What follows belongs to an exercise in optimizing a design on an open flow for small area, a short achievable clock period and few clock cycles per item; a production flow would make more cautious choices. Function was checked by simulation only, so behaviour that the tests miss may differ from the original. Power and IR drop assume default switching activity.

Setup of west:
// mc10_fsk_runs
module mc10_fsk_runs (
    input  wire        clk,
    input  wire        rst,
    input  wire        in_valid,
    input  wire [15:0] in_sample,
    input  wire        in_last,
    output wire        in_ready,
    output reg         run_valid,
    output wire [19:0] run_len,
    output reg         done_valid,
    output reg         done_trunc,
    output wire [19:0] done_trunc_idx,
    output wire [19:0] done_count,
    output wire        done_nosig
);
Settings: LEC_CHECK=0, ABC_AREA=1, CAP_MARGIN=60, CORE_MARGIN=2, CORE_UTILIZATION=65, CTS_CLUSTER_DIAMETER=100, CTS_CLUSTER_SIZE=22, SETUP_SLACK_MARGIN=5, SLEW_MARGIN=60; clock period 12.0 ns.
run.sh (not shown) runs the stock make flow with config.mk's settings and CLKGATE_MAP_FILE= SYNTH_SCRIPT=/design/flow/synth_recipe.tcl, a recipe that flattens the netlist after the stock synthesis.
Testbench counts of west, summed over its fixed seeds: cycles 239,378, samples 234,355.
What east does differently from west at the input level:
Settings: a change of CORE_UTILIZATION from 65 to 60.
west vs east, worst setup path endpoint: done_trunc_idx[1] vs run_len[18]
Sequential share of layout area: east vs west, no meaningful difference
Compared to west, east has total power 1.4% lower.
Measured against each other, west and east differ in effective utilization at floorplan, the higher figure coming from west.
Number of cells on the worst hold path essentially unchanged between west and east.

========
Another version of the RTL of mc10_fsk_runs (not shown whole).
Size in the first run: about 9400 cells after synthesis, roughly 2400 flip-flops, ~85 I/O pins, roughly 0.099 mm² of cells after synthesis.
Settings: LEC_CHECK=0, ABC_AREA=1, CAP_MARGIN=60, CORE_MARGIN=2, CORE_UTILIZATION=50, SETUP_SLACK_MARGIN=5, SLEW_MARGIN=60; clock period 12.0 ns.
Testbench counts at the start, summed over its fixed seeds: cycles 239,378, samples 234,355.
Then changed:
- CTS_CLUSTER_DIAMETER: not set -> 100
- CTS_CLUSTER_SIZE: not set -> 22
Setup slack is better by 0.038 ns.
Via count shrinks slightly.
Synthesized area is unchanged.
Power falls by roughly a tenth.

========
Setup of JK:
mc10_fsk_runs, a different RTL version from the one above (not shown whole).
For scale: about 9600 cells after synthesis, about 2400 flip-flops, about 0.10 sq mm of cells after synthesis.
// mc10_fsk_runs
module mc10_fsk_runs (
    input  wire        clk,
    input  wire        rst,
    input  wire        in_valid,
    input  wire [15:0] in_sample,
    input  wire        in_last,
    output wire        in_ready,
    output reg         run_valid,
    output wire [19:0] run_len,
    output reg         done_valid,
    output reg         done_trunc,
    output wire [19:0] done_trunc_idx,
    output wire [19:0] done_count,
    output wire        done_nosig
);
    localparam integer FD  = 55;      
    localparam integer FAW = 6;
    localparam [4:0] S_SCAN  = 5'd0,
                     S_HIGH  = 5'd1,
                     S_LOW   = 5'd2,
                     S_TSTART= 5'd3,
                     S_ROT   = 5'd4,
                     S_BC1   = 5'd5,
                     S_TRUNC = 5'd6,
                     S_DONE  = 5'd7,
                     S_D0    = 5'd8,
                     S_D1    = 5'd9,
                     S_D2    = 5'd10,
                     S_D3    = 5'd11,
                     S_D4    = 5'd12,
                     S_D5    = 5'd13,
                     S_SCEND = 5'd14,
                     S_BC2   = 5'd15,
                     S_BC1B  = 5'd16;
    reg rst_r;
    always @(posedge clk) rst_r <= rst;
    wire rst_o = rst | rst_r;
    reg [15:0]    fmem [0:FD-1];
    reg [FAW-1:0] lpos0, lpos1;       
    reg           lpv0, lpv1;
    reg [FAW-1:0] fhead, ftail, raddr;
    reg [FAW:0]   fcnt;
    reg           in_ready_r;
  ...
Settings: LEC_CHECK=0, ABC_AREA=1, CAP_MARGIN=60, CORE_MARGIN=2, CORE_UTILIZATION=50, CTS_CLUSTER_DIAMETER=100, CTS_CLUSTER_SIZE=22, SETUP_SLACK_MARGIN=5, SLEW_MARGIN=60; clock period 12.0 ns.
Every stage of the flow completed for JK, and the final layout passed the timing, design-rule and antenna checks.
Testbench counts of JK, summed over its fixed seeds: cycles 239,378, samples 234,355.
What MS does differently from JK at the input level:
# JK
export LEC_CHECK = 0
export ABC_AREA = 1
export CAP_MARGIN = 60
export CORE_MARGIN = 2
export CORE_UTILIZATION = 50
export CTS_CLUSTER_DIAMETER = 100
export CTS_CLUSTER_SIZE = 22
export SETUP_SLACK_MARGIN = 5
export SLEW_MARGIN = 60
create_clock -name core_clock -period 12.0 [get_ports {clk}]
# MS
export LEC_CHECK = 0
export ABC_AREA = 1
export CAP_MARGIN = 60
export CORE_MARGIN = 2
export CORE_UTILIZATION = 60
export CTS_CLUSTER_DIAMETER = 100
export CTS_CLUSTER_SIZE = 22
export SETUP_SLACK_MARGIN = 5
export SLEW_MARGIN = 60
create_clock -name core_clock -period 12.0 [get_ports {clk}]
Findings:
- MS against JK: sequential group share of total power went down; die area has decreased; non-clock buffer count went up 25; count of clock-net buffers in the final layout higher.
- MS ended up with count[3]$_SDFFE_PP0P_ as its critical path startpoint; JK ended up with outr[6]$_DFFE_PP_.
- MS against JK: actual slew at the worst max-slew pin did not really move, clock power went down, summed area of non-filler cells in the final layout did not really move, number of ports placed on the die boundary did not really move.
- MS finished all stages; the layout is clean.

separate check: timing with driven ports:
In the flow no input, the clock included, has a driving cell. The finished layouts below were timed again as built, in two steps.
Step 1 sets driving cells, clkbuf_16 on the clock port and buf_2 on the other inputs (assumed; they add their load-dependent delay and slew).
Step 2 times the ports against the registers' clock, not the clock port: input delays grow and output delays shrink by t, the midpoint of the rising clock arrivals with the driver on.
Three values: no drivers, after step 1, after step 2; two values: the first two.
run	t, ns	setup WS [ns]	latest minus earliest clock arrival (ns)
west	0.881	7.683 / 7.595 / 7.810	0.065 / 0.065
east	0.881	7.684 / 7.592 / 7.950	0.068 / 0.067
the first run of note 2	0.949	7.550 / 7.459 / 7.632	0.099 / 0.098
the second run of note 2	0.927	7.589 / 7.503 / 7.713	0.068 / 0.068
JK	0.911	7.576 / 7.489 / 7.848	0.043 / 0.043
MS	0.897	7.720 / 7.636 / 8.119	0.070 / 0.069
After both steps every run listed still meets setup and hold.
